Context: an optimization exercise on an open-source flow, tuned for small area, a short achievable clock period and few clock cycles. The choices shown serve that exercise and are no tape-out recipe.
Function was checked by simulation only, so behaviour that the tests miss may differ from the original.

==> flow/run.sh <==
#!/bin/bash
# synth_recipe.tcl (not shown) runs the flow's synth.tcl, then flattens the netlist and writes it again
# the make line also repeats each setting of config.mk as NAME=value (left out here)
make -C /OpenROAD-flow-scripts/flow DESIGN_CONFIG=/design/flow/config.mk WORK_HOME=/design/flow/orfs CLKGATE_MAP_FILE= SYNTH_SCRIPT=/design/flow/synth_recipe.tcl finish
==> flow/config.mk <==
export PLATFORM = sky130hd
export DESIGN_NAME = robo_math
export DESIGN_NICKNAME = robo_math
export VERILOG_FILES = /design/flow/design.v
export SDC_FILE = /design/flow/constraint.sdc
export NUM_CORES = 4
export LEC_CHECK = 0
export CAP_MARGIN = 20
export CORE_MARGIN = 2
export CORE_UTILIZATION = 40
export PLACE_DENSITY = 0.6
export SETUP_SLACK_MARGIN = 5
export SLEW_MARGIN = 20
==> flow/constraint.sdc <==
create_clock -name core_clock -period 11.0 [get_ports {clk}]
set_input_delay 2.2000 -clock core_clock [delete_from_list [all_inputs] [get_ports {clk}]]
set_output_delay 2.2000 -clock core_clock [all_outputs]
set_load 0.01 [all_outputs]
==> flow/design.v <==
module robo_math (
    input  wire        clk,
    input  wire        rst,           
    input  wire        cmd_valid,
    output wire        cmd_ready,
    input  wire [31:0] cmd_header,
    input  wire [31:0] cmd_arg0,
    input  wire [31:0] cmd_arg1,
    output wire        rsp_valid,
    input  wire        rsp_ready,
    output wire [7:0]  rsp_status,
    output wire [31:0] rsp_data0,
    output wire [31:0] rsp_data1
);
    localparam integer DSTEP = 2;               
    localparam integer DCYC  = 7;               
    localparam integer NDIG  = 2 * DSTEP * DCYC;    
    localparam [7:0] OP_DIV_CALC  = 8'h02;
    localparam [7:0] OP_TO_MONO   = 8'h30;
    localparam [7:0] OP_TO_FLOAT  = 8'h31;
    localparam [7:0] OP_GET_PEAK  = 8'h32;
    localparam [2:0] S_IDLE = 3'd0;
    localparam [2:0] S_FLT  = 3'd1;    
    localparam [2:0] S_MUL  = 3'd2;    
    localparam [2:0] S_DIV  = 3'd3;    
    localparam [2:0] S_RND  = 3'd4;    
    reg  [2:0]  state;
    reg         rsp_valid_r;
    reg         err_r;           
    reg         earg_r;          
    reg  [31:0] data0_r;
    reg  [31:0] data1_r;
    reg         s0_v;
    reg         s0_mono, s0_flt, s0_div, s0_err, s0_earg;
    reg  [1:0]  wsel_r;          
    reg  [58:0] rem_r;           
    reg  [55:0] den_r;           
    reg  [58:0] car_r;           
    reg  [7:0]  exp_r;           
    reg  [1:0]  sh_r;            
    reg         first_r;         
    reg  [3:0]  cnt_r;
    wire [2:0]  f_d;             
    wire [2:0]  fd_r = f_d;
    reg         fsign_r;
    wire out_free  = ~rsp_valid_r | rsp_ready;
    wire idle      = (state == S_IDLE);
    wire s0_simple = ~s0_flt & ~s0_div;
    wire flt  = (state == S_FLT);
    assign cmd_ready  = (~s0_v & (idle | flt | (state == S_RND))) |
                        (s0_v & idle & (s0_flt | (s0_simple & out_free))) |
                        (s0_v & flt & s0_flt & out_free);
    assign rsp_valid  = rsp_valid_r;
    assign rsp_status = {2'b00, err_r, 3'b000, earg_r, err_r};
    assign rsp_data0  = data0_r;
    assign rsp_data1  = data1_r;
    wire fire = cmd_valid & cmd_ready;
    wire [7:0]  op  = cmd_header[31:24];
    wire [23:0] imm = cmd_header[23:0];
    wire        imm_zero = (imm == 24'd0);
    wire        is_div   = (op == OP_DIV_CALC);
    wire        is_mono  = (op == OP_TO_MONO)  & imm_zero;
    wire        is_peak  = (op == OP_GET_PEAK) & imm_zero;
    wire        is_flt   = (op == OP_TO_FLOAT) & (imm[23:8] == 16'd0);
    wire        w16      = (imm[7:0] == 8'd16);
    wire        w24      = (imm[7:0] == 8'd24);
    wire        w32      = (imm[7:0] == 8'd32);
    wire        w_ok     = w16 | w24 | w32;
    wire        arg0_nz  = (cmd_arg0 != 32'd0);
    wire        div_go   = is_div & ~imm_zero & arg0_nz & (cmd_arg1 != 32'd0);
    wire        flt_go   = is_flt & w_ok & arg0_nz;
    wire [31:0] i_abs0   = cmd_arg0[31] ? (32'd0 - cmd_arg0) : cmd_arg0;
    wire [31:0] i_abs1   = cmd_arg1[31] ? (32'd0 - cmd_arg1) : cmd_arg1;
    wire [31:0] c_a0 = rem_r[31:0];
    wire [31:0] c_a1 = den_r[31:0];
    wire [32:0] lr_sum  = {c_a0[31], c_a0} + {c_a1[31], c_a1};
    wire [32:0] lr_adj  = lr_sum + {32'd0, lr_sum[32] & lr_sum[0]};
    wire [31:0] mono    = lr_adj[32:1];
    wire [31:0] nrm_in = c_a0;
    reg  [4:0]  nrm_lz;
    integer i;
    always @(*) begin
        nrm_lz = 5'd0;
        for (i = 0; i < 32; i = i + 1)
            if (nrm_in[i]) nrm_lz = 5'd31 - i[4:0];
    end
    wire [31:0] nrm_out = nrm_in << nrm_lz;
    wire [31:0] gn = nrm_out;
    wire [17:0] g15_s1 = {1'b0, gn[31:15]} + {3'd0, gn[14:0]};
    wire        g15_a  = &g15_s1[14:3];
    wire [23:0] g23_t  = {15'd0, gn[31:23]} + {1'b0, gn[22:0]} + 24'd1;
    wire        g23_d  = g23_t[23];
    wire        g31_d  = &gn[30:1];
    reg         fk15_r, fa15_r, fd1_r;
    reg  [2:0]  fh2_r, fs1_r;
    wire [3:0]  f15_lo = {1'b0, fs1_r} + {1'b0, fh2_r};
    wire        f15_c  = fa15_r & (f15_lo >= 4'd7);
    assign f_d = fk15_r ? (fh2_r + {2'd0, f15_c}) : {2'd0, fd1_r};
    wire [31:0] fn  = nrm_out;
    wire [16:0] f_h = (wsel_r == 2'd0) ? fn[31:15] : (wsel_r == 2'd1) ? {8'd0, fn[31:23]} : 17'd1;
    wire [32:0] f_a0 = {1'b0, fn} + {16'd0, f_h};
    wire [32:0] f_a = car_r[32:0];
    wire [23:0] f_u0 = f_a[32:9];
    wire [23:0] f_u1 = f_a[32:9] + 24'd1;
    wire [9:0]  f_ls = {1'b0, f_a[8:0]} + {7'd0, fd_r};             
    wire [9:0]  f_l0 = {1'b0, f_a[8:0]} + {7'd0, fd_r} + 10'd128;   
    wire [9:0]  f_l1 = {1'b0, f_a[8:0]} + {7'd0, fd_r} + 10'd256;   
    wire [23:0] f_s_hi  = f_ls[9] ? f_u1 : f_u0;                    
    wire [23:0] f_r0_hi = f_l0[9] ? f_u1 : f_u0;                    
    wire [23:0] f_r1_hi = f_l1[9] ? f_u1 : f_u0;                    
    wire        f_hi = f_s_hi[23];
    wire [22:0] f_frac = f_hi ? f_r1_hi[22:0] : {f_r0_hi[21:0], f_l0[8]};
    wire        f_inc  = f_hi | f_r0_hi[23];
    wire [7:0]  f_exp1 = exp_r + 8'd1;
    wire [31:0] f_result = {fsign_r, f_inc ? f_exp1 : exp_r, f_frac};
    wire [7:0]  f_exp0   = ((wsel_r == 2'd0) ? 8'd143 : (wsel_r == 2'd1) ? 8'd135 : 8'd127) - {3'd0, nrm_lz};
    reg         sign_r;
    wire [33:0] mul_sum  = {2'b00, den_r[55:24]} +
                           {2'b00, data0_r[0] ? data1_r : 32'd0} +
                           {1'b0, data0_r[1] ? {data1_r, 1'b0} : 33'd0};
    wire [55:0] mul_p    = {mul_sum, den_r[23:2]};
    wire        mul_last = (data0_r[23:2] == 22'd0);
    wire [55:0] mul_pn   = mul_p[55] ? mul_p : mul_p[54] ? {mul_p[54:0], 1'b0} : {mul_p[53:0], 2'b00};
    wire [1:0]  mul_sh   = mul_p[55] ? 2'd0 : mul_p[54] ? 2'd1 : 2'd2;
    wire [58:0] dx1 = {3'b000, den_r};
    wire [58:0] dx2 = {2'b00, den_r, 1'b0};
    reg  signed [7:0] m2, m1, m0, mn1;    
    always @(*) begin
        case (den_r[54:52])
            3'd0: begin m2 = 8'sd12; m1 = 8'sd3; m0 = -8'sd4; mn1 = -8'sd13; end
            3'd1: begin m2 = 8'sd14; m1 = 8'sd4; m0 = -8'sd5; mn1 = -8'sd15; end
            3'd2: begin m2 = 8'sd15; m1 = 8'sd4; m0 = -8'sd5; mn1 = -8'sd16; end
            3'd3: begin m2 = 8'sd16; m1 = 8'sd4; m0 = -8'sd5; mn1 = -8'sd17; end
            3'd4: begin m2 = 8'sd18; m1 = 8'sd5; m0 = -8'sd6; mn1 = -8'sd19; end
            3'd5: begin m2 = 8'sd19; m1 = 8'sd5; m0 = -8'sd6; mn1 = -8'sd20; end
            3'd6: begin m2 = 8'sd20; m1 = 8'sd5; m0 = -8'sd6; mn1 = -8'sd21; end
            default: begin m2 = 8'sd22; m1 = 8'sd6; m0 = -8'sd7; mn1 = -8'sd23; end
        endcase
    end
    function [3:0] qsel4;
        input [6:0] yh;
        input signed [7:0] t2, t1, t0, tn1;
        reg signed [7:0] ye;
        reg p2, p1, n1, n2;
        begin
            ye = {yh[6], yh};
            p2 = (ye >= t2);
            p1 = ~p2 & (ye >= t1);
            n2 = (ye < tn1);
            n1 = ~n2 & (ye < t0);
            qsel4 = {p2, p1, n1, n2};
        end
    endfunction
    function [6:0] nest4;
        input [7:0] s;    
        input [7:0] c;    
        input [7:0] a;    
        reg   [6:0] x, m;
        begin
            x = s[7:1] ^ c[7:1] ^ a[7:1];
            m = (s[6:0] & c[6:0]) | (s[6:0] & a[6:0]) | (c[6:0] & a[6:0]);
            nest4 = x + m;
        end
    endfunction
    reg  [58:0] ws [0:DSTEP];
    reg  [58:0] wc [0:DSTEP];
    reg  [NDIG-1:0] qq [0:DSTEP];
    reg  [NDIG-1:0] qm [0:DSTEP];
    reg  [58:0] ys, yc, ad, mj;
    reg  [3:0]  qd [0:DSTEP];
    reg  [3:0]  c_p2, c_p1, c_z, c_n1, c_n2;
    reg         p2, p1, n1, n2, z0;
    integer j;
    always @(*) begin
        ws[0] = rem_r;
        wc[0] = car_r;
        qq[0] = data0_r[NDIG-1:0];
        qm[0] = data1_r[NDIG-1:0];
        qd[0] = qsel4(rem_r[56:50] + car_r[56:50], m2, m1, m0, mn1);
        for (j = 0; j < DSTEP; j = j + 1) begin
            ys = {ws[j][56:0], 2'b00};
            yc = {wc[j][56:0], 2'b00};
            {p2, p1, n1, n2} = qd[j];
            z0 = ~p2 & ~p1 & ~n1 & ~n2;
            c_p2 = qsel4(nest4(ws[j][54:47], wc[j][54:47], ~dx2[56:49]), m2, m1, m0, mn1);
            c_p1 = qsel4(nest4(ws[j][54:47], wc[j][54:47], ~dx1[56:49]), m2, m1, m0, mn1);
            c_z  = qsel4(nest4(ws[j][54:47], wc[j][54:47], 8'd0), m2, m1, m0, mn1);
            c_n1 = qsel4(nest4(ws[j][54:47], wc[j][54:47], dx1[56:49]), m2, m1, m0, mn1);
            c_n2 = qsel4(nest4(ws[j][54:47], wc[j][54:47], dx2[56:49]), m2, m1, m0, mn1);
            qd[j+1] = p2 ? c_p2 : p1 ? c_p1 : n1 ? c_n1 : n2 ? c_n2 : c_z;
            ad = p2 ? ~dx2 : p1 ? ~dx1 : n1 ? dx1 : n2 ? dx2 : 59'd0;
            mj = (ys & yc) | (ys & ad) | (yc & ad);
            ws[j+1] = ys ^ yc ^ ad;
            wc[j+1] = {mj[57:0], p2 | p1};
            qq[j+1] = p2 ? {qq[j][NDIG-3:0], 2'b10} : p1 ? {qq[j][NDIG-3:0], 2'b01} :
                      z0 ? {qq[j][NDIG-3:0], 2'b00} : n1 ? {qm[j][NDIG-3:0], 2'b11} :
                           {qm[j][NDIG-3:0], 2'b10};
            qm[j+1] = p2 ? {qq[j][NDIG-3:0], 2'b01} : p1 ? {qq[j][NDIG-3:0], 2'b00} :
                      z0 ? {qm[j][NDIG-3:0], 2'b11} : n1 ? {qm[j][NDIG-3:0], 2'b10} :
                           {qm[j][NDIG-3:0], 2'b01};
        end
    end
    wire [58:0] w_sum  = rem_r + car_r;
    wire        w_neg  = w_sum[58];
    wire [58:0] z0_x   = rem_r ^ car_r;
    wire [58:0] z0_o   = {(rem_r[57:0] | car_r[57:0]), 1'b0};
    wire        w_zero = (z0_x == z0_o);
    wire [NDIG-1:0] dq_p = data0_r[NDIG-1:0];
    wire [NDIG-1:0] dq_m = data1_r[NDIG-1:0];
    wire        dp_hi   = dq_p[26];
    wire [23:0] dp_mant = dp_hi ? dq_p[26:3] : dq_p[25:2];
    wire        dp_g    = dp_hi ? dq_p[2] : dq_p[1];
    wire        dp_s    = (dp_hi ? |dq_p[1:0] : dq_p[0]) | ~w_zero;
    wire [24:0] dp_rnd  = {1'b0, dp_mant} + {24'd0, dp_g & (dp_s | dp_mant[0])};
    wire        dm_hi   = dq_m[26];
    wire [23:0] dm_mant = dm_hi ? dq_m[26:3] : dq_m[25:2];
    wire        dm_g    = dm_hi ? dq_m[2] : dq_m[1];
    wire [24:0] dm_rnd  = {1'b0, dm_mant} + {24'd0, dm_g};
    wire [7:0]  d_e0    = exp_r;
    wire [7:0]  d_e1    = exp_r + 8'd1;
    wire [7:0]  d_e2    = exp_r + 8'd2;
    wire [1:0]  dp_inc  = {1'b0, dp_hi} + {1'b0, dp_rnd[24]};
    wire [1:0]  dm_inc  = {1'b0, dm_hi} + {1'b0, dm_rnd[24]};
    wire [31:0] dp_res  = {1'b0, dp_inc[1] ? d_e2 : dp_inc[0] ? d_e1 : d_e0, dp_rnd[22:0]};
    wire [31:0] dm_res  = {1'b0, dm_inc[1] ? d_e2 : dm_inc[0] ? d_e1 : d_e0, dm_rnd[22:0]};
    wire [31:0] d_result = w_neg ? dm_res : dp_res;
    always @(posedge clk) begin
        if (rst) begin
            state       <= S_IDLE;
            rsp_valid_r <= 1'b0;
            s0_v        <= 1'b0;
        end else begin
            if (rsp_valid_r & rsp_ready)
                rsp_valid_r <= 1'b0;
            case (state)
                S_IDLE: begin
                    if (s0_v) begin
                        if (s0_flt) begin
                            car_r   <= {26'd0, f_a0};
                            fk15_r  <= (wsel_r == 2'd0);
                            fa15_r  <= g15_a;
                            fh2_r   <= g15_s1[17:15];
                            fs1_r   <= g15_s1[2:0];
                            fd1_r   <= (wsel_r == 2'd1) ? g23_d : g31_d;
                            fsign_r <= sign_r;
                            exp_r   <= f_exp0;
                            state   <= S_FLT;
                            s0_v    <= 1'b0;
                        end else if (s0_div) begin
                            if (out_free) begin
                                data0_r <= {8'd0, den_r[55:32]};
                                data1_r <= nrm_out;
                                rem_r   <= {27'd0, c_a1};
                                exp_r   <= 8'd126 + {3'd0, nrm_lz};
                                den_r   <= 56'd0;
                                first_r <= 1'b1;
                                state   <= S_MUL;
                                s0_v    <= 1'b0;
                            end
                        end else if (out_free) begin
                            err_r       <= s0_err;
                            earg_r      <= s0_earg;
                            data0_r     <= s0_mono ? mono : c_a0;
                            data1_r     <= c_a1;
                            rsp_valid_r <= 1'b1;
                            s0_v        <= 1'b0;
                        end
                    end
                end
                S_FLT: begin
                    if (out_free) begin
                        err_r       <= 1'b0;
                        earg_r      <= 1'b0;
                        data0_r     <= f_result;
                        rsp_valid_r <= 1'b1;
                        if (s0_v & s0_flt) begin
                            car_r   <= {26'd0, f_a0};
                            fk15_r  <= (wsel_r == 2'd0);
                            fa15_r  <= g15_a;
                            fh2_r   <= g15_s1[17:15];
                            fs1_r   <= g15_s1[2:0];
                            fd1_r   <= (wsel_r == 2'd1) ? g23_d : g31_d;
                            fsign_r <= sign_r;
                            exp_r   <= f_exp0;
                            s0_v    <= 1'b0;
                        end else begin
                            state   <= S_IDLE;
                        end
                    end
                end
                S_MUL: begin
                    den_r   <= mul_p;
                    data0_r <= {2'b00, data0_r[31:2]};
                    first_r <= 1'b0;
                    if (first_r)
                        rem_r <= {5'd0, nrm_out, 22'd0};    
                    exp_r <= exp_r - 8'd2 - (first_r ? {3'd0, nrm_lz} : 8'd0);
                    if (mul_last) begin
                        sh_r    <= mul_sh;
                        den_r   <= mul_pn;
                        car_r   <= 59'd0;
                        data0_r <= 32'd0;
                        data1_r <= 32'hFFFFFFFF;
                        cnt_r   <= DCYC - 1;
                        state   <= S_DIV;
                    end
                end
                S_DIV: begin
                    rem_r   <= ws[DSTEP];
                    car_r   <= wc[DSTEP];
                    data0_r <= {{(32-NDIG){1'b0}}, qq[DSTEP]};
                    data1_r <= {{(32-NDIG){1'b0}}, qm[DSTEP]};
                    cnt_r   <= cnt_r - 4'd1;
                    if (cnt_r == DCYC - 1)
                        exp_r <= exp_r + {6'd0, sh_r};
                    if (cnt_r == 4'd0)
                        state <= S_RND;
                end
                S_RND: begin
                    err_r       <= 1'b0;
                    earg_r      <= 1'b0;
                    data0_r     <= d_result;
                    rsp_valid_r <= 1'b1;
                    state       <= S_IDLE;
                end
                default: state <= S_IDLE;
            endcase
            if (fire) begin
                s0_v    <= 1'b1;
                s0_mono <= is_mono;
                s0_flt  <= flt_go;
                s0_div  <= div_go;
                s0_err  <= ~(is_div | is_mono | is_peak | (is_flt & w_ok));
                s0_earg <= is_flt & ~w_ok;
                wsel_r  <= {w32, w24};
                sign_r  <= cmd_arg0[31];
                rem_r   <= {27'd0, (is_flt | is_peak) ? i_abs0 : is_div ? cmd_arg1 : cmd_arg0};
                den_r   <= {imm, is_peak ? i_abs1 : is_div ? cmd_arg0 : cmd_arg1};
            end
        end
    end
endmodule
==> flow_summary.yaml, run 1 <==
status:
  status: "no timing/DRC/antenna violations"
placed_design:
  place.gp.congestion: 1.06
  dp_hpwl_um: 178000
  dp_slack_ps: 3500
  dpl_cell_area_mm2: 0.0466
  port_buffers: 168
global_routing:
  antenna_found_initial: 8
  grt_max_degree: 115
  grt.total_usage: 0.410
  overflow: 0
  grt_pass1_wl_um: 331000
  grt_pass1_vias: 43593
yosys:
  synth_area_per_cell_um2: 8.06
  synth_most_common_cell: "nand2_1"
  synth-async-reset-ratio: 0
  postSynthCellCount: 5407
  dominantRegCellSynth: "edfxtp_1"
  yosysTopAreaCellShare: 0.188
  yosys_register_bits: 278
  synth_warnings: 6
  yosysUniqueCellTypes: 112
  synth_area_mm2: 0.0436
  netlist_top_cells_count: "nand2_1, a21oi_1, ha_1, inv_1, o21ai_0"
  synth_area_leaders: "edfxtp_1, ha_1, fa_1"
  yosysTopAreaCell: "edfxtp_1"
  yosysSeqAreaShare: 0.190
  synth_enable_flop_cells: 273
clock_network:
  cts-buffers-inserted: 40
  cts_max_path_buffers: 3
  clk_latency_ps: 640
  clockRootBuffer: "clkbuf_16"
  clk_pin_slew_ps: 60
  cts_tree: "built"
  hold_buffers: 0
  cts_max_level: 2
  cts_sinks: 278
die:
  fp.dieW_um: 334
  die_h_um: 334
  coreArea_mm2: 0.109
  initial_core_util: 0.402
  rows: 121
  die_area_mm2: 0.112
  ios: 174
timing:
  fin_tns_setup_ps: 0
  min_period_ps: 6050
  hold_violations: 0
  worstMarginPinSlew_ps: 1270
  max_freq_ghz: 0.165
  setup_ws_ps: 4950
  slew_violations: 0
  slew_headroom: 0.143
  rsz0062_at_grt: "true"
  min_period_over_period: 0.550
  skew_ps: 37.3
  finalSetupViolCount: 0
route:
  viasPerCell: 6.79
  dr.pass1.iters: 9
  wl_met2_um: 99700
  drcViolationCount: 0
  drt_iter0_drc: 7142
  wirelength_um: 238000
  vias: 47501
  wire_per_inst_um: 34.0
  top_layer: "met5"
  ant_nets: 0
  wl_met1_um: 88100
  wl_met3_um: 28500
worst_hold_path:
  min_to: "fsign_r"
  hold_path_class: "register to register"
  min-delay-start: "sign_r"
  hold_path_depth: 0
layout:
  area_growth_syn_to_layout_pct: 18.1
  drive_above_1_share: 0.140
  postLayoutCellArea_mm2: 0.0515
  num-nets-final: 6210
setup_path:
  r2r-end: "car_r[27]"
  crit_arrival_ps: 6410
  cpPeakStageDelay_ps: 610
  rrSetupSlack_ps: 4950
  start_kind: "register"
  crit_fanout: 6
  path_class: "register to register"
  worstPathRequired_ps: 11360
  crit_path_end_kind: "register"
  crit_chain: "or4_4 -> or3_4 -> a31oi_4 -> o21ai_4 -> buf_12 -> clkinv_8 -> buf_12 -> buf_4 -> nand3_1 -> o21ai_2 -> a221oi_2 -> a221oi_4 -> nor2_1 -> ha_1 -> and3_1 -> o21ai_0 -> a21boi_0 -> o21ai_0 -> nand2b_1 -> o21ai_2 -> nor2_4 -> nor4b_4 -> a211oi_1 -> or3_1"
  r2r_cells: 24
  cp_slowest_cell: "a221oi_4"
  reg2reg_from: "rem_r[17]"
job:
  cap_violations: 0
cell families (layout without fill, tap and decap cells):
group	Yosys count	in the layout	synth area share
mux	114	114	0.0270
xor+xnor	323	323	0.0649
other cells	1	8	0.0000860
fa+ha+maj	556	556	0.191
flops	278	278	0.190
buf+inv	801	970	0.0725
compound gates	1738	1740	0.274
simple gates	1596	1597	0.180
area by class of cell:
cell class	instances	area [µm²]
timing repair buffer	530	4930
multi-input combinational	4335	33700
clock inverter	20	218
sequential	278	8300
inverter	369	1480
antenna	3	7.51
clock buffer	51	1060
tap	1414	1770
fill	10639	57100
metal layers:
layer / vias to the layer above / global-route usage
li1: 20312 / -
met5: - / 0
met1: 22832 / 0.515
met2: 3481 / 0.614
met3: 868 / 0.104
met4: 8 / 0.287
how the worst max path moves through the flow:
stage	start	to	slack [ps]	depth (start not counted)
after floorplan	rem_r[20]	car_r[16]	5010	28
after global placement	rem_r[17]	car_r[27]	3570	25
after detailed placement	rem_r[17]	car_r[27]	3500	26
after CTS	rem_r[21]	car_r[27]	4860	26
after global routing	rem_r[20]	car_r[27]	4830	23
final	rem_r[17]	car_r[27]	4950	24
registers in the layout, summed over array words and instances (netlist names), 2 cells and up:
| register | flops |
|---|---|
| car_r | 59 |
| cnt_r | 4 |
| data0_r | 32 |
| data1_r | 32 |
| den_r | 56 |
| exp_r | 8 |
| fh2_r | 3 |
| fs1_r | 3 |
| rem_r | 59 |
| sh_r | 2 |
| state | 3 |
| wsel_r | 2 |
critical path, delay by kind of cell, from the launching register on:
kind / cells / cell delay (ps)
AND/OR/NAND/NOR: 9 / 2440
flip-flops: 1 / 510
buffers and inverters: 4 / 500
AO/OA/AOI/OAI: 10 / 1940
adder cells (fa/ha/maj): 1 / 400
placed cells by master, fill, tap and decap left out, types with 61 or more instances in the layout:
master / n
o22ai_1: 61
a221o_1: 81
ha_1: 369
inv_1: 335
and2_1: 93
nand3_1: 140
edfxtp_1: 273
a21oi_1: 357
a21o_1: 91
xnor2_1: 203
buf_4: 323
fa_1: 171
nor3_1: 120
o21ai_0: 326
o211ai_1: 72
a211oi_1: 95
clkdlybuf4s50_1: 167
nor2_1: 341
nand2_1: 424
a221oi_1: 98
mux2i_1: 85
xor2_1: 99
metrics by stage:
step           cells  hold slack (ps)   util
2_1_floorplan   5411              400      -
3_3_place_gp    6707              442  0.430
3_5_place_dp    6707              440  0.430
4_1_cts         6913              452  0.460
5_1_grt         6997              450  0.474
6_report        7000              454  0.474
timing repair:
item                       4_1_cts  5_1_grt
setup endpoints to repair      226      154
resized for setup              203      190
setup buffers                  127       78
pin swaps                       27       61
gates cloned                     8        6
Testbench counts, summed over its fixed seeds: cycles 17,316.
==> run 2: changes to the inputs <==
--- a/flow/config.mk
+++ b/flow/config.mk
@@ -12,2 +12,3 @@
 export SETUP_SLACK_MARGIN = 5
 export SLEW_MARGIN = 20
+export TNS_END_PERCENT = 5
==> run 2 against run 1 <==
  * Clock skew fell by 19 ps
  * Area after synthesis did not move
  * Via count fell by 0.88%
  * Critical path depth fell by 10
  * Largest cell class unchanged
==> flow_summary.yaml, run 2 <==
yosys:
  yosys_register_bits: 278
  synth_area_mm2: 0.0436
  yosysTopAreaCell: "edfxtp_1"
  postSynthCellCount: 5407
  synth_enable_flop_cells: 273
  yosysSeqAreaShare: 0.190
  netlist_top_cells_count: "nand2_1, a21oi_1, ha_1, inv_1, o21ai_0"
  synth_area_leaders: "edfxtp_1, ha_1, fa_1"
  yosysUniqueCellTypes: 112
  synth_area_per_cell_um2: 8.06
  synth_warnings: 6
  synth_most_common_cell: "nand2_1"
  synth-async-reset-ratio: 0
  yosysTopAreaCellShare: 0.188
  dominantRegCellSynth: "edfxtp_1"
timing:
  slew_headroom: 0.221
  finalSetupViolCount: 0
  max_freq_ghz: 0.159
  min_period_over_period: 0.571
  rsz0062_at_grt: "true"
  worstMarginPinSlew_ps: 1170
  min_period_ps: 6280
  skew_ps: 18.3
  fin_tns_setup_ps: 0
  slew_violations: 0
  hold_violations: 0
die:
  die_area_mm2: 0.112
  coreArea_mm2: 0.109
  rows: 121
  fp.dieW_um: 334
  initial_core_util: 0.402
  die_h_um: 334
  ios: 174
status:
  status: "no timing/DRC/antenna violations"
setup_path:
  worstPathRequired_ps: 11250
  cpPeakStageDelay_ps: 770
  crit_chain: "clkdlybuf4s50_1 -> nor4_1 -> nand4_1 -> buf_4 -> or4b_2 -> or3_1 -> buf_4 -> nand2_1 -> buf_4 -> nand2_1 -> o22ai_1 -> nor3_1 -> a31oi_2 -> o21ai_1"
  critPathMostFrequentCell: "buf_4"
  path_class: "input port to register"
  cp_slowest_cell: "or4b_2"
  path_buf_inv: 4
  start_kind: "input port"
  crit_path_end_kind: "register"
  critPathTopFamily: "simple AND/OR/NAND/NOR gates"
  crit_arrival_ps: 6530
  crit_fanout: 29
route:
  viasPerCell: 6.79
  drcViolationCount: 0
  wirelength_um: 228000
  wire_per_inst_um: 32.8
  drt_iter0_drc: 6908
  ant_nets: 0
  dr.pass1.iters: 9
  vias: 47083
layout:
  postLayoutCellArea_mm2: 0.0502
  area_growth_syn_to_layout_pct: 15.1
  num-nets-final: 6143
  final_cell_mix: "nand2_1, ha_1, a21oi_1"
  drive_above_1_share: 0.109
  layout_commonest_cell: "nand2_1"
  largestRegisters: "car_r x59, rem_r x59, den_r x56"
clock_network:
  cts_sinks: 278
  cts_max_level: 2
  cts_max_path_buffers: 3
  cts-buffers-inserted: 40
  clk_pin_slew_ps: 70
  clk_latency_ps: 620
  clockRootBuffer: "clkbuf_16"
  cts_tree: "built"
global_routing:
  grt_pass1_wl_um: 322000
  grt_pass1_vias: 43912
  overflow: 0
  grt.total_usage: 0.396
  grt_max_degree: 89
  antenna_found_initial: 15
placed_design:
  place.gp.congestion: 1.09
  dpl_cell_area_mm2: 0.0466
  port_buffers: 168
  dp_hpwl_um: 168000
worst_hold_path:
  hold_path_class: "register to register"
job:
  cap_violations: 0
==> run 2: metal layers <==
layer	routed length, µm	global-route usage
met1	83300	0.488
met2	93500	0.582
met3	29500	0.121
met4	21600	0.289
met5	37	0
==> run 2: cell type report <==
type / instances / area (µm²)
Timing Repair inverter: 2 / 25.0
Clock buffer: 49 / 1080
Inverter: 369 / 1480
Fill cell: 10687 / 58400
Tap cell: 1414 / 1770
Multi-Input combinational cell: 4336 / 33100
Antenna cell: 6 / 15.0
Timing Repair Buffer: 460 / 4150
Clock inverter: 24 / 308
Sequential cell: 278 / 8300
==> run 2: worst reg2reg max path: cells and delay by family (launching register included) <==
| family | cells | cell delay [ps] |
|---|---|---|
| buffers and inverters | 6 | 1050 |
| and+or+nand+nor | 8 | 2240 |
| AOI/OAI and AO/OA | 12 | 1970 |
| adders and majority gates | 1 | 320 |
| DFF | 1 | 370 |
==> run 2: cell families (layout without fill, tap and decap cells) <==
kind of cell	Yosys count	after routing	share of synthesized area
fa+ha+maj	556	556	0.191
compound gates	1738	1740	0.274
other cells	1	11	0.0000860
simple gates	1596	1598	0.180
flops	278	278	0.190
xor+xnor	323	323	0.0649
mux	114	114	0.0270
buf+inv	801	904	0.0725
==> run 2: final timing paths <==
kind | startpoint | end | slack, ps | cells after the start
worst min register to register | sign_r | fsign_r | 470 | 0
worst max register to register | rem_r[20] | car_r[27] | 4790 | 27
worst min-delay path | sign_r | fsign_r | 470 | 0
worst max-delay path | cmd_header[8] | rem_r[1] | 4720 | 14
==> run 2: stage by stage <==
stage / setup slack [ps] / hold slack (ps) / std cells / util
final: 4720 / 472 / 6938 / 0.462
after floorplan: 3690 / 400 / 5411 / -
after global placement: 3300 / 459 / 6705 / 0.429
after detailed placement: 3360 / 455 / 6705 / 0.429
after CTS: 4720 / 470 / 6919 / 0.459
after global routing: 4630 / 493 / 6932 / 0.462
==> run 2: what timing repair did <==
item	CTS	global route
endpoints found under the setup margin	201	192
resized for setup	146	51
pin swaps	22	7
hold buffers	0	0
cloned	10	1
buffers inserted	131	10
==> run 3: changes to the inputs <==
--- a/flow/design.v
+++ b/flow/design.v
@@ -207,22 +207,16 @@
     wire        w_zero = (z0_x == z0_o);
     wire [NDIG-1:0] dq_p = data0_r[NDIG-1:0];
-    wire [NDIG-1:0] dq_m = data1_r[NDIG-1:0];
-    wire        dp_hi   = dq_p[26];
-    wire [23:0] dp_mant = dp_hi ? dq_p[26:3] : dq_p[25:2];
-    wire        dp_g    = dp_hi ? dq_p[2] : dq_p[1];
-    wire        dp_s    = (dp_hi ? |dq_p[1:0] : dq_p[0]) | ~w_zero;
-    wire [24:0] dp_rnd  = {1'b0, dp_mant} + {24'd0, dp_g & (dp_s | dp_mant[0])};
-    wire        dm_hi   = dq_m[26];
-    wire [23:0] dm_mant = dm_hi ? dq_m[26:3] : dq_m[25:2];
-    wire        dm_g    = dm_hi ? dq_m[2] : dq_m[1];
-    wire [24:0] dm_rnd  = {1'b0, dm_mant} + {24'd0, dm_g};
+    wire        d_h2    = dq_p[27];
+    wire        d_hi    = dq_p[26];
+    wire [23:0] d_mant  = d_h2 ? dq_p[27:4] : d_hi ? dq_p[26:3] : dq_p[25:2];
+    wire        d_g     = d_h2 ? dq_p[3] : d_hi ? dq_p[2] : dq_p[1];
+    wire        d_low   = d_h2 ? |dq_p[2:0] : d_hi ? |dq_p[1:0] : dq_p[0];
+    wire        d_up    = d_g & (d_low | ~w_zero | d_mant[0]) & ~(w_neg & ~d_low);
+    wire [24:0] d_rnd   = {1'b0, d_mant} + {24'd0, d_up};
     wire [7:0]  d_e0    = exp_r;
     wire [7:0]  d_e1    = exp_r + 8'd1;
     wire [7:0]  d_e2    = exp_r + 8'd2;
-    wire [1:0]  dp_inc  = {1'b0, dp_hi} + {1'b0, dp_rnd[24]};
-    wire [1:0]  dm_inc  = {1'b0, dm_hi} + {1'b0, dm_rnd[24]};
-    wire [31:0] dp_res  = {1'b0, dp_inc[1] ? d_e2 : dp_inc[0] ? d_e1 : d_e0, dp_rnd[22:0]};
-    wire [31:0] dm_res  = {1'b0, dm_inc[1] ? d_e2 : dm_inc[0] ? d_e1 : d_e0, dm_rnd[22:0]};
-    wire [31:0] d_result = w_neg ? dm_res : dp_res;
+    wire [1:0]  d_inc   = d_h2 ? 2'd2 : {1'b0, d_hi} + {1'b0, d_rnd[24]};
+    wire [31:0] d_result = {1'b0, d_inc[1] ? d_e2 : d_inc[0] ? d_e1 : d_e0, d_rnd[22:0]};
     always @(posedge clk) begin
         if (rst) begin
--- a/flow/config.mk
+++ b/flow/config.mk
@@ -12,3 +12,2 @@
 export SETUP_SLACK_MARGIN = 5
 export SLEW_MARGIN = 20
-export TNS_END_PERCENT = 5
==> run 3 against run 2 <==
  * Area after synthesis shrank 4.0%
  * Critical endpoint is now data0_r[28]
  * Register-to-register slack lost 50 ps
  * Largest cell class unchanged
  * Highest routed layer unchanged
  * Global-route usage grew 0.082 points
  * Die area shrank 3.9%
  * Core utilization grew 2.5 points
==> flow_summary.yaml, run 3 <==
setup_path:
  start_kind: "register"
  crit_arrival_ps: 6590
  path_class: "register to register"
  crit_path_end_kind: "register"
  worstPathRequired_ps: 11330
  crit_fanout: 4
timing:
  rsz0062_at_grt: "true"
  slew_violations: 0
  slew_headroom: 0.204
  skew_ps: 28.0
  holdWs_ps: 590
  fin_tns_setup_ps: 0
  max_freq_ghz: 0.160
  finalSetupViolCount: 0
  worstMarginPinSlew_ps: 1190
  hold_violations: 0
  min_period_ps: 6260
  min_period_over_period: 0.569
yosys:
  synth_warnings: 6
  yosysTopAreaCellShare: 0.196
  synth_area_leaders: "edfxtp_1, ha_1, fa_1"
  synth_enable_flop_cells: 273
  yosys_register_bits: 278
  yosysUniqueCellTypes: 127
  yosysSeqAreaShare: 0.198
  synth-async-reset-ratio: 0
  dominantRegCellSynth: "edfxtp_1"
  yosysTopAreaCell: "edfxtp_1"
  netlist_top_cells_count: "o21ai_0, ha_1, a21oi_1, nand2_1, nor2_1"
  synth_area_per_cell_um2: 8.33
  postSynthCellCount: 5027
  synth_most_common_cell: "o21ai_0"
  synth_area_mm2: 0.0419
clock_network:
  cts_tree: "built"
  cts_max_level: 2
  clockRootBuffer: "clkbuf_16"
  cts_sinks: 278
  hold_buffers: 0
  clk_latency_ps: 620
  cts-buffers-inserted: 40
  cts_max_path_buffers: 3
  clk_pin_slew_ps: 60
route:
  viasPerCell: 6.68
  wirelength_um: 222000
  wire_per_inst_um: 33.1
  ant_nets: 0
  vias: 44869
  drt_iter0_drc: 6114
  dr.pass1.iters: 9
  drcViolationCount: 0
layout:
  area_growth_syn_to_layout_pct: 20.6
  layout_commonest_cell: "o21ai_0"
  num-nets-final: 5954
  final_util: 0.487
  drive_above_1_share: 0.166
  final_cell_mix: "o21ai_0, buf_4, ha_1"
  instances_no_fill: 6715
  largestRegisters: "car_r x59, rem_r x59, den_r x56"
global_routing:
  antenna_found_initial: 19
  grt_pass1_wl_um: 308000
  overflow: 0
  grt_max_degree: 83
  grt.total_usage: 0.397
  grt_pass1_vias: 41616
placed_design:
  place.gp.congestion: 1.04
  dp.cells: 6359
  port_buffers: 168
  dp_hpwl_um: 165000
die:
  initial_core_util: 0.404
  coreArea_mm2: 0.104
  die_area_mm2: 0.107
  fp.dieW_um: 328
  ios: 174
  die_h_um: 328
  rows: 118
worst_hold_path:
  hold_path_class: "register to register"
status:
  status: "no timing/DRC/antenna violations"
job:
  cap_violations: 0
run 3: cell count changes in the layout (fill, tap and decap cells not counted), moves of 31 or more:
cell	before	now
buf_4	267	366
nand2_1	433	349
xnor2_1	211	144
a22oi_1	41	107
nand3_1	144	81
a211oi_1	98	43
a221o_1	80	30
mux2i_1	87	136
inv_1	348	305
a21oi_1	369	335
o21ai_0	338	369
run 3: kinds of logic (layout without fill, tap and decap cells):
group | after synthesis | in the layout | share of synthesized area
xor gates and xnor gates | 276 | 276 | 0.0577
and+or+nand+nor | 1344 | 1345 | 0.158
other | 1 | 16 | 0.0000896
DFF | 278 | 278 | 0.198
buffers and inverters | 702 | 992 | 0.0663
adders and majority gates | 554 | 554 | 0.198
muxes | 211 | 211 | 0.0533
AOI/OAI and AO/OA | 1661 | 1663 | 0.268
run 3: worst paths after layout:
check	slack, ps	from	cells after the start	end
max	4740	car_r[1]	27	data0_r[28]
min	590	cnt_r[0]	1	cnt_r[0]
max reg2reg	4740	car_r[1]	27	data0_r[28]
min reg2reg	590	cnt_r[0]	1	cnt_r[0]
run 3: worst max-delay path, cell delays in order, from the launching register on:
cell and delay [ps]:
edfxtp_1 460, inv_2 130, ha_4 200, a21o_1 170
a21o_1 160, a21o_1 150, a21o_1 160, a21oi_2 110
o211ai_1 170, a31oi_2 320, o31ai_2 120, a31oi_1 180
o211ai_1 120, xnor2_1 180, a21oi_2 370, ha_2 300
ha_4 130, nand4_1 100, or3_4 400, or4_4 460
nor3_4 180, ha_4 250, a211oi_4 250, buf_4 170
nor2b_1 50, xor2_1 140, a222oi_1 340, o221ai_1 180
run 3: through the flow:
stage,worst slack (ps),cell area (µm²)
CTS,4910,48800
global placement,2600,45000
detailed placement,2820,45000
floorplan,5080,41900
finish,4740,50500
global route,4480,50500
run 3: timing repair:
item	CTS	global route
endpoints found under the setup margin	183	184
setup buffers	175	96
gates resized for setup	258	193
pin swaps	64	62
gates cloned	5	3
run 3: routing by layer:
metal  track usage  vias up  share of wire
li1              -    19167              -
met1         0.504    21971           0.38
met2         0.601     2974           0.43
met3        0.0938      745           0.11
met4         0.258       12          0.081
met5             0        -        0.00035
run 3: final cells by class:
cell class                 instances  area (µm²)
antenna                           11        27.5
clock buffer                      49        1040
clock inverter                    17         149
fill                           10076       53100
inverter                         345        1400
multi-input combinational       4054       32700
sequential                       278        8300
tap                             1380        1730
timing repair buffer             581        5200
Testbench counts of run 3, summed over its fixed seeds: cycles 17,316.
==> run 4: changes to the inputs <==
--- a/flow/config.mk
+++ b/flow/config.mk
@@ -12,2 +12,3 @@
 export SETUP_SLACK_MARGIN = 5
 export SLEW_MARGIN = 20
+export TNS_END_PERCENT = 5
==> run 4 against run 3 <==
  * Register-to-register slack worse by 110 ps
  * Via count shrank 0.96%
  * Final area down 2.0%
  * Critical endpoint is now data0_r[27]
==> flow_summary.yaml, run 4 <==
global_routing:
  grt_use_met3: 0.0853
  grt_pass1_wl_um: 306000
  gr-max-usage-layer: "met2"
  grt.total_usage: 0.394
  overflow: 0
  grt_max_degree: 83
  grt_pass1_vias: 41229
  use_met1: 0.506
  antenna_found_initial: 22
  use_met2: 0.597
yosys:
  yosysTopAreaCell: "edfxtp_1"
  synth-async-reset-ratio: 0
  yosysUniqueCellTypes: 127
  synth_area_per_cell_um2: 8.33
  yosysTopAreaCellShare: 0.196
  yosys_register_bits: 278
  netlist_top_cells_count: "o21ai_0, ha_1, a21oi_1, nand2_1, nor2_1"
  dominantRegCellSynth: "edfxtp_1"
  synth_warnings: 6
  synth_most_common_cell: "o21ai_0"
  yosysSeqAreaShare: 0.198
  synth_enable_flop_cells: 273
  synth_area_leaders: "edfxtp_1, ha_1, fa_1"
  synth_area_mm2: 0.0419
  postSynthCellCount: 5027
placed_design:
  dp.cells: 6359
  place.gp.congestion: 1.04
  dp_hpwl_um: 165000
  port_buffers: 168
clock_network:
  hold_buffers: 0
  cts_sinks: 278
  cts_max_path_buffers: 3
  clockRootBuffer: "clkbuf_16"
  cts_tree: "built"
  cts-buffers-inserted: 40
  clk_pin_slew_ps: 60
  clk_latency_ps: 620
  cts_max_level: 2
die:
  initial_core_util: 0.404
  ios: 174
  rows: 118
  fp.dieW_um: 328
  die_area_mm2: 0.107
  die_h_um: 328
  coreArea_mm2: 0.104
setup_path:
  crit_fanout: 5
  worstPathRequired_ps: 11340
  endpoint: "data0_r[27]"
  r2r_cells: 28
  critPathTopFamily: "compound AO/OA/AOI/OAI gates"
  cp.depth: 28
  crit_arrival_ps: 6710
  path_class: "register to register"
  rrSetupSlack_ps: 4630
  critPathMostFrequentCell: "a21o_1"
  reg2reg_from: "car_r[21]"
  path_buf_inv: 1
  start_kind: "register"
  cp_slowest_cell: "edfxtp_1"
  crit_path_end_kind: "register"
  cpPeakStageDelay_ps: 510
  critPathLaunch: "car_r[21]"
  r2r-end: "data0_r[27]"
layout:
  layout_commonest_cell: "o21ai_0"
  multi_input_area_mm2: 0.0322
  area_growth_syn_to_layout_pct: 18.2
  drive_above_1_share: 0.142
  final_cell_mix: "o21ai_0, ha_1, nand2_1"
  seq_area_mm2: 0.00830
  nFillCells: 10180
  final_util: 0.477
  instances_no_fill: 6670
  largestRegisters: "car_r x59, rem_r x59, den_r x56"
  num-nets-final: 5901
route:
  wire_per_inst_um: 32.9
  drt_iter0_drc: 6002
  wirelength_um: 220000
  viasPerCell: 6.66
  vias: 44437
  dr.pass1.iters: 7
  ant_nets: 0
  drcViolationCount: 0
timing:
  slew_violations: 0
  skew_ps: 31.2
  rsz0062_at_grt: "true"
  slew_headroom: 0.170
  min_period_over_period: 0.579
  finalSetupViolCount: 0
  fin_tns_setup_ps: 0
  hold_violations: 0
  min_period_ps: 6370
  worstMarginPinSlew_ps: 1230
  max_freq_ghz: 0.157
worst_hold_path:
  hold_path_class: "register to register"
job:
  cap_violations: 0
status:
  status: "no timing/DRC/antenna violations"
## run 4: how the worst min path moves through the flow
stage / from / end / slack, ps / cells after the start
after floorplan: sign_r / fsign_r / 400 / 0
after global placement: cnt_r[0] / cnt_r[0] / 580 / 1
after detailed placement: data0_r[31] / data0_r[29] / 580 / 2
after CTS: cnt_r[0] / cnt_r[0] / 590 / 1
after global routing: cnt_r[0] / cnt_r[0] / 620 / 1
final: cnt_r[0] / cnt_r[0] / 590 / 1
## run 4: area by class of cell
type / count / share of cell area
inverter: 345 / 0.0280
tap: 1380 / 0.0349
clock inverter: 17 / 0.00301
timing repair inverter: 1 / 0.000228
timing repair buffer: 527 / 0.0937
multi-input combinational: 4054 / 0.650
sequential: 278 / 0.168
clock buffer: 49 / 0.0211
antenna: 19 / 0.000961
## run 4: kinds of logic (layout without fill, tap and decap cells)
family,Yosys count,after routing,synth area share
AO/OA/AOI/OAI,1661,1663,0.268
XOR/XNOR,276,276,0.0577
adder cells (fa/ha/maj),554,554,0.198
buffers and inverters,702,939,0.0663
flip-flops,278,278,0.198
multiplexers,211,211,0.0533
other,1,24,0.0000896
AND/OR/NAND/NOR,1344,1345,0.158
## run 4: per-stage QoR
step                      hold WS, ps  cell area, µm²  setup slack (ps)
after floorplan                   400           41900              5080
after global placement            578           45000              2600
after detailed placement          583           45000              2820
after CTS                         594           48000              4730
after global routing              618           49400              4480
final                             588           49500              4630
## run 4: per-layer routing
layer,share of wire,up-vias
li1,-,19100
met1,0.38,21719
met2,0.43,2898
met3,0.11,708
met4,0.078,12
met5,0.00041,-
## run 4: what timing repair did
action                                  CTS  global route
buffers inserted                        123            96
gates cloned                              4             3
resized for setup                       181           132
endpoints found under the setup margin  183           191
pin swaps                                30            57
==> run 5: changes to the inputs <==
--- a/flow/design.v
+++ b/flow/design.v
@@ -74,5 +74,5 @@
     wire [31:0] c_a0 = rem_r[31:0];
     wire [31:0] c_a1 = den_r[31:0];
-    wire [32:0] lr_sum  = {c_a0[31], c_a0} + {c_a1[31], c_a1};
+    wire [32:0] lr_sum  = mul_sum[32:0];    
     wire [32:0] lr_adj  = lr_sum + {32'd0, lr_sum[32] & lr_sum[0]};
     wire [31:0] mono    = lr_adj[32:1];
@@ -116,7 +116,8 @@
     wire [7:0]  f_exp0   = ((wsel_r == 2'd0) ? 8'd143 : (wsel_r == 2'd1) ? 8'd135 : 8'd127) - {3'd0, nrm_lz};
     reg         sign_r;
-    wire [33:0] mul_sum  = {2'b00, den_r[55:24]} +
-                           {2'b00, data0_r[0] ? data1_r : 32'd0} +
-                           {1'b0, data0_r[1] ? {data1_r, 1'b0} : 33'd0};
+    reg         mul_on;           
+    wire [33:0] mul_sum  = (mul_on ? {2'b00, den_r[55:24]} : {{2{c_a0[31]}}, c_a0}) +
+                           (mul_on ? {2'b00, data0_r[0] ? data1_r : 32'd0} : {{2{c_a1[31]}}, c_a1}) +
+                           {1'b0, (mul_on & data0_r[1]) ? {data1_r, 1'b0} : 33'd0};
     wire [55:0] mul_p    = {mul_sum, den_r[23:2]};
     wire        mul_last = (data0_r[23:2] == 22'd0);
@@ -224,4 +225,5 @@
             rsp_valid_r <= 1'b0;
             s0_v        <= 1'b0;
+            mul_on      <= 1'b0;
         end else begin
             if (rsp_valid_r & rsp_ready)
@@ -249,4 +251,5 @@
                                 den_r   <= 56'd0;
                                 first_r <= 1'b1;
+                                mul_on  <= 1'b1;
                                 state   <= S_MUL;
                                 s0_v    <= 1'b0;
@@ -297,4 +300,5 @@
                         data1_r <= 32'hFFFFFFFF;
                         cnt_r   <= DCYC - 1;
+                        mul_on  <= 1'b0;
                         state   <= S_DIV;
                     end
--- a/flow/config.mk
+++ b/flow/config.mk
@@ -12,3 +12,2 @@
 export SETUP_SLACK_MARGIN = 5
 export SLEW_MARGIN = 20
-export TNS_END_PERCENT = 5
==> run 5 against run 4 <==
  * Still clean
  * Core utilization rose by 5.3 points
  * Via count rose by 11%
  * Final cell count rose by 6.1%
  * Synthesized cell count rose by 4.3%
  * Non-clock buffer count rose by 235
  * Register-to-register slack got worse by 90 ps
  * Global-route usage rose by 5.2 points
==> flow_summary.yaml, run 5 <==
setup_path:
  r2r_cells: 29
  cpPeakStageDelay_ps: 540
  r2r-end: "car_r[20]"
  crit_fanout: 7
  worstPathRequired_ps: 11330
  crit_arrival_ps: 6800
  path_buf_inv: 5
  cp_slowest_cell: "or4_4"
  reg2reg_from: "rem_r[4]"
  start_kind: "register"
  critPathTopFamily: "compound AO/OA/AOI/OAI gates"
  critPathMostFrequentCell: "buf_6"
  crit_path_end_kind: "register"
  path_class: "register to register"
  rrSetupSlack_ps: 4540
worst_hold_path:
  min_to: "fsign_r"
  hold_path_depth: 0
  hold_path_class: "register to register"
  min-delay-start: "sign_r"
global_routing:
  grt.total_usage: 0.446
  overflow: 0
  grt_max_degree: 97
  grt_pass1_vias: 44918
  antenna_found_initial: 20
  grt_pass1_wl_um: 341000
clock_network:
  cts_tree: "built"
  cts-buffers-inserted: 39
  clk_latency_ps: 610
  cts_max_level: 2
  clk_pin_slew_ps: 60
  cts_sinks: 279
  clockRootBuffer: "clkbuf_16"
  cts_max_path_buffers: 3
yosys:
  synth_enable_flop_cells: 273
  synth_area_leaders: "edfxtp_1, ha_1, fa_1"
  yosysTopAreaCellShare: 0.196
  synth_most_common_cell: "nand2_1"
  yosys_register_bits: 279
  yosysSeqAreaShare: 0.198
  yosysTopAreaCell: "edfxtp_1"
  dominantRegCellSynth: "edfxtp_1"
  synth-async-reset-ratio: 0
  synth_warnings: 6
  synth_area_per_cell_um2: 8.00
  synth_area_mm2: 0.0419
  postSynthCellCount: 5242
  yosysUniqueCellTypes: 111
  netlist_top_cells_count: "nand2_1, a21oi_1, nor2_1, o21ai_0, inv_1"
layout:
  final_cell_mix: "buf_4, nand2_1, a21oi_1"
  postLayoutCellArea_mm2: 0.0551
  num-nets-final: 6278
  nFillCells: 9645
  drive_above_1_share: 0.235
  largestRegisters: "car_r x59, rem_r x59, den_r x56"
  layout_commonest_cell: "buf_4"
  area_growth_syn_to_layout_pct: 31.3
timing:
  slew_violations: 0
  rsz0062_at_grt: "true"
  holdWs_ps: 493
  hold_violations: 0
  skew_ps: 22.4
  slew_headroom: 0.0781
  min_period_ps: 6460
  min_period_over_period: 0.588
  finalSetupViolCount: 0
  max_freq_ghz: 0.155
  fin_tns_setup_ps: 0
  worstMarginPinSlew_ps: 1380
route:
  dr.pass1.iters: 13
  drcViolationCount: 0
  viasPerCell: 6.96
  ant_nets: 0
  wirelength_um: 255000
  drt_iter0_drc: 7277
  vias: 49253
  wire_per_inst_um: 36.0
die:
  ios: 174
  coreArea_mm2: 0.104
  die_h_um: 328
  initial_core_util: 0.404
  fp.dieW_um: 328
  rows: 118
  die_area_mm2: 0.107
placed_design:
  place.gp.congestion: 1.15
  dp_hpwl_um: 182000
  dpl_cell_area_mm2: 0.0451
  port_buffers: 168
job:
  cap_violations: 0
status:
  status: "no timing/DRC/antenna violations"
[run 5: timing repair]
| action | CTS | global route |
|---|---|---|
| gates cloned | 13 | 15 |
| hold buffers | 0 | 0 |
| gates resized for setup | 490 | 537 |
| setup buffers | 278 | 154 |
| pin swaps | 127 | 193 |
| setup endpoints to repair | 262 | 217 |
[run 5: worst max-delay path by stage]
stage / from / cells after the start / endpoint / slack, ps
finish: rem_r[4] / 29 / car_r[20] / 4540
global route: rem_r[18] / 29 / car_r[30] / 4440
CTS: rem_r[4] / 29 / car_r[30] / 4730
detailed placement: mul_on / 25 / data0_r[29] / 2260
global placement: rem_r[18] / 27 / car_r[20] / 2310
floorplan: rem_r[7] / 31 / car_r[30] / 4800
[run 5: cells by family (layout without fill, tap and decap cells)]
family | count (synthesis) | in the layout | share of synthesized area
compound gates | 1717 | 1717 | 0.271
simple gates | 1549 | 1551 | 0.179
buf+inv | 772 | 1207 | 0.0727
fa+ha+maj | 525 | 525 | 0.189
flops | 279 | 279 | 0.198
xor+xnor | 245 | 245 | 0.0512
mux | 154 | 154 | 0.0385
other cells | 1 | 17 | 0.0000894
[run 5: per-layer routing]
| layer | global-route usage | part of all wire | vias up |
|---|---|---|---|
| li1 | - | - | 20203 |
| met1 | 0.508 | 0.34 | 23403 |
| met2 | 0.649 | 0.41 | 4243 |
| met3 | 0.159 | 0.13 | 1382 |
| met4 | 0.413 | 0.12 | 22 |
| met5 | 0.00799 | 0.0016 | - |
[run 5: through the flow]
stage	instances	utilization	worst slack (ps)
2_1_floorplan	5246	-	4800
3_3_place_gp	6532	0.434	2310
3_5_place_dp	6533	0.434	2260
4_1_cts	6894	0.492	4730
5_1_grt	7065	0.530	4440
6_report	7075	0.531	4540
[run 5: cell type report]
type,count,area [µm²],share of cell area
antenna,12,30.0,0.000545
clock buffer,49,1030,0.0188
clock inverter,21,201,0.00366
inverter,371,1540,0.0279
multi-input combinational,4197,34800,0.631
sequential,279,8320,0.151
tap,1380,1730,0.0314
timing repair buffer,762,7410,0.135
timing repair inverter,4,31.3,0.000568
[run 5: worst reg2reg max path, delay by kind of cell, from the launching register on]
family,cells,cell delay (ps)
buffers and inverters,5,640
DFF,1,410
adders and majority gates,1,250
muxes,2,580
AOI/OAI and AO/OA,13,2520
and+or+nand+nor,7,1590
xor gates and xnor gates,1,230
Testbench counts of run 5, summed over its fixed seeds: cycles 17,316.
==> run 6: changes to the inputs <==
--- a/flow/config.mk
+++ b/flow/config.mk
@@ -12,2 +12,3 @@
 export SETUP_SLACK_MARGIN = 5
 export SLEW_MARGIN = 20
+export TNS_END_PERCENT = 5
==> run 6 against run 5 <==
  * Register-to-register slack improved by 20 ps
  * Highest routed layer unchanged
  * Via count shrank 2.3%
  * Fmax is 0.38% higher
  * Critical path depth down 1
  * Final cell count shrank 1.8%
  * Global-route usage decreased by 0.16 points
  * Synthesized cell count did not move
==> flow_summary.yaml, run 6 <==
status:
  status: "no timing/DRC/antenna violations"
layout:
  drive_above_1_share: 0.179
  multi_input_area_mm2: 0.0329
  num-nets-final: 6146
  layout_commonest_cell: "nand2_1"
  seq_area_mm2: 0.00832
  largestRegisters: "car_r x59, rem_r x59, den_r x56"
  instances_no_fill: 6948
  postLayoutCellArea_mm2: 0.0516
  final_cell_mix: "nand2_1, buf_4, a21oi_1"
  nFillCells: 9991
  area_growth_syn_to_layout_pct: 23.1
global_routing:
  antenna_found_initial: 23
  overflow: 0
  grt_pass1_wl_um: 341000
  grt_pass1_vias: 44329
  grt.total_usage: 0.444
  grt_max_degree: 84
clock_network:
  clk_latency_ps: 620
  clk_pin_slew_ps: 60
  cts_max_path_buffers: 3
  hold_buffers: 0
  cts_tree: "built"
  cts_max_level: 2
  clockRootBuffer: "clkbuf_16"
  cts-buffers-inserted: 40
  cts_sinks: 279
yosys:
  dominantRegCellSynth: "edfxtp_1"
  synth_enable_flop_cells: 273
  yosysTopAreaCell: "edfxtp_1"
  synth_area_mm2: 0.0419
  synth-async-reset-ratio: 0
  yosysSeqAreaShare: 0.198
  yosysTopAreaCellShare: 0.196
  yosysUniqueCellTypes: 111
  netlist_top_cells_count: "nand2_1, a21oi_1, nor2_1, o21ai_0, inv_1"
  synth_warnings: 6
  synth_area_leaders: "edfxtp_1, ha_1, fa_1"
  postSynthCellCount: 5242
  synth_area_per_cell_um2: 8.00
  synth_most_common_cell: "nand2_1"
  yosys_register_bits: 279
timing:
  rsz0062_at_grt: "true"
  slew_headroom: 0.168
  slew_violations: 0
  max_freq_ghz: 0.155
  hold_violations: 0
  worstMarginPinSlew_ps: 1240
  skew_ps: 26.4
  min_period_ps: 6440
  fin_tns_setup_ps: 0
  finalSetupViolCount: 0
  min_period_over_period: 0.585
route:
  viasPerCell: 6.93
  ant_nets: 0
  wirelength_um: 248000
  drcViolationCount: 0
  dr.pass1.iters: 10
  drt_iter0_drc: 7667
  wire_per_inst_um: 35.6
  vias: 48127
placed_design:
  dp_hpwl_um: 185000
  port_buffers: 168
  dpl_cell_area_mm2: 0.0451
  place.gp.congestion: 1.14
  dp.cells: 6535
job:
  cap_violations: 0
die:
  initial_core_util: 0.404
  coreArea_mm2: 0.104
  fp.dieW_um: 328
  die_h_um: 328
  die_area_mm2: 0.107
  rows: 118
  ios: 174
setup_path:
  path_class: "register to register"
  crit_arrival_ps: 6790
  cp_slowest_cell: "and2_1"
  worstPathRequired_ps: 11350
  cpPeakStageDelay_ps: 790
  start_kind: "register"
  crit_fanout: 13
  critPathTopFamily: "compound AO/OA/AOI/OAI gates"
  crit_path_end_kind: "register"
  path_buf_inv: 7
  critPathMostFrequentCell: "buf_4"
worst_hold_path:
  hold_path_class: "register to register"
==> run 6: cell counts after synthesis <==
Identical to the previous run, type by type.
==> run 6: path summary, 6_finish.rpt <==
check,start,to,slack (ps),depth (start not counted)
hold / removal,cnt_r[0],cnt_r[0],580,1
setup / recovery,rem_r[3],car_r[20],4560,28
hold reg to reg,cnt_r[0],cnt_r[0],580,1
setup reg to reg,rem_r[3],car_r[20],4560,28
==> run 6: repair_timing <==
item | in CTS | in global routing
resized for setup | 397 | 176
setup buffers | 212 | 100
pin swaps | 113 | 84
cloned | 8 | 5
endpoints found under the hold margin | 0 | 0
endpoints found under the setup margin | 262 | 249
==> run 6: cell type report <==
type | instances | area share
multi-input cells | 4196 | 0.637
flip-flops and latches | 279 | 0.161
repair buffers | 632 | 0.112
well taps | 1380 | 0.0334
inverters | 371 | 0.0293
clock buffers | 50 | 0.0215
clock inverters | 23 | 0.00383
diodes | 15 | 0.000727
repair inverters | 2 | 0.000267
==> run 6: worst reg2reg max path, delay by kind of cell, from the launching register on <==
kind	cells	cell delay, ps
AO/OA/AOI/OAI	11	2090
XOR/XNOR	1	300
adder cells (fa/ha/maj)	1	430
buffers and inverters	7	1070
flip-flops	1	390
multiplexers	1	330
AND/OR/NAND/NOR	7	1560
==> run 6: metrics by stage <==
stage                     utilization  worst slack, ps  hold slack [ps]
final                           0.497             4560              581
after global placement          0.434             2430              573
after floorplan                     -             4240              400
after CTS                       0.481             4590              586
after global routing            0.497             4340              637
after detailed placement        0.434             2780              577
==> run 6: cell families (layout without fill, tap and decap cells) <==
family / Yosys count / in the layout / synth area share
other: 1 / 20 / 0.0000894
and+or+nand+nor: 1549 / 1550 / 0.179
muxes: 154 / 154 / 0.0385
adders and majority gates: 525 / 525 / 0.189
buffers and inverters: 772 / 1078 / 0.0727
AOI/OAI and AO/OA: 1717 / 1717 / 0.271
xor gates and xnor gates: 245 / 245 / 0.0512
DFF: 279 / 279 / 0.198
==> run 6: routing by layer <==
metal | track usage | routed length [µm] | up-vias
li1 | - | - | 19892
met1 | 0.511 | 84500 | 22873
met2 | 0.650 | 102000 | 4062
met3 | 0.150 | 31300 | 1266
met4 | 0.410 | 29500 | 34
met5 | 0 | 316 | -

[static timing again, ports no longer ideal]
The flow's constraints put no driver on any port. The routed layouts listed below were extracted and timed again, unchanged, in two steps. Step 1 assumes that a clkbuf_16 drives the clock port and a buf_2 every other input. Step 2 times the ports against the registers' clock, not the clock port: input delays grow and output delays shrink by t, the midpoint of the rising clock arrivals with the driver on. a / b / c = ideal ports / drivers / drivers and shift; a / b = the first two.
| run | shift t [ns] | setup WS [ns] | worst register clock-pin slew, ns |
|---|---|---|---|
| run 1 | 0.695 | 4.951 / 4.951 / 4.475 | 0.07 / 0.07 |
| run 2 | 0.683 | 4.719 / 4.772 / 4.089 | 0.07 / 0.07 |
| run 3 | 0.675 | 4.737 / 4.737 / 4.486 | 0.07 / 0.07 |
| run 4 | 0.675 | 4.627 / 4.627 / 4.043 | 0.07 / 0.07 |
| run 5 | 0.686 | 4.535 / 4.535 / 4.288 | 0.07 / 0.07 |
| run 6 | 0.691 | 4.560 / 4.560 / 4.047 | 0.08 / 0.08 |
After both steps setup and hold are still met in every run listed. The setup slack of run 2, which loses most, moves by +0.053 ns with the drivers and by -0.630 ns with both steps.
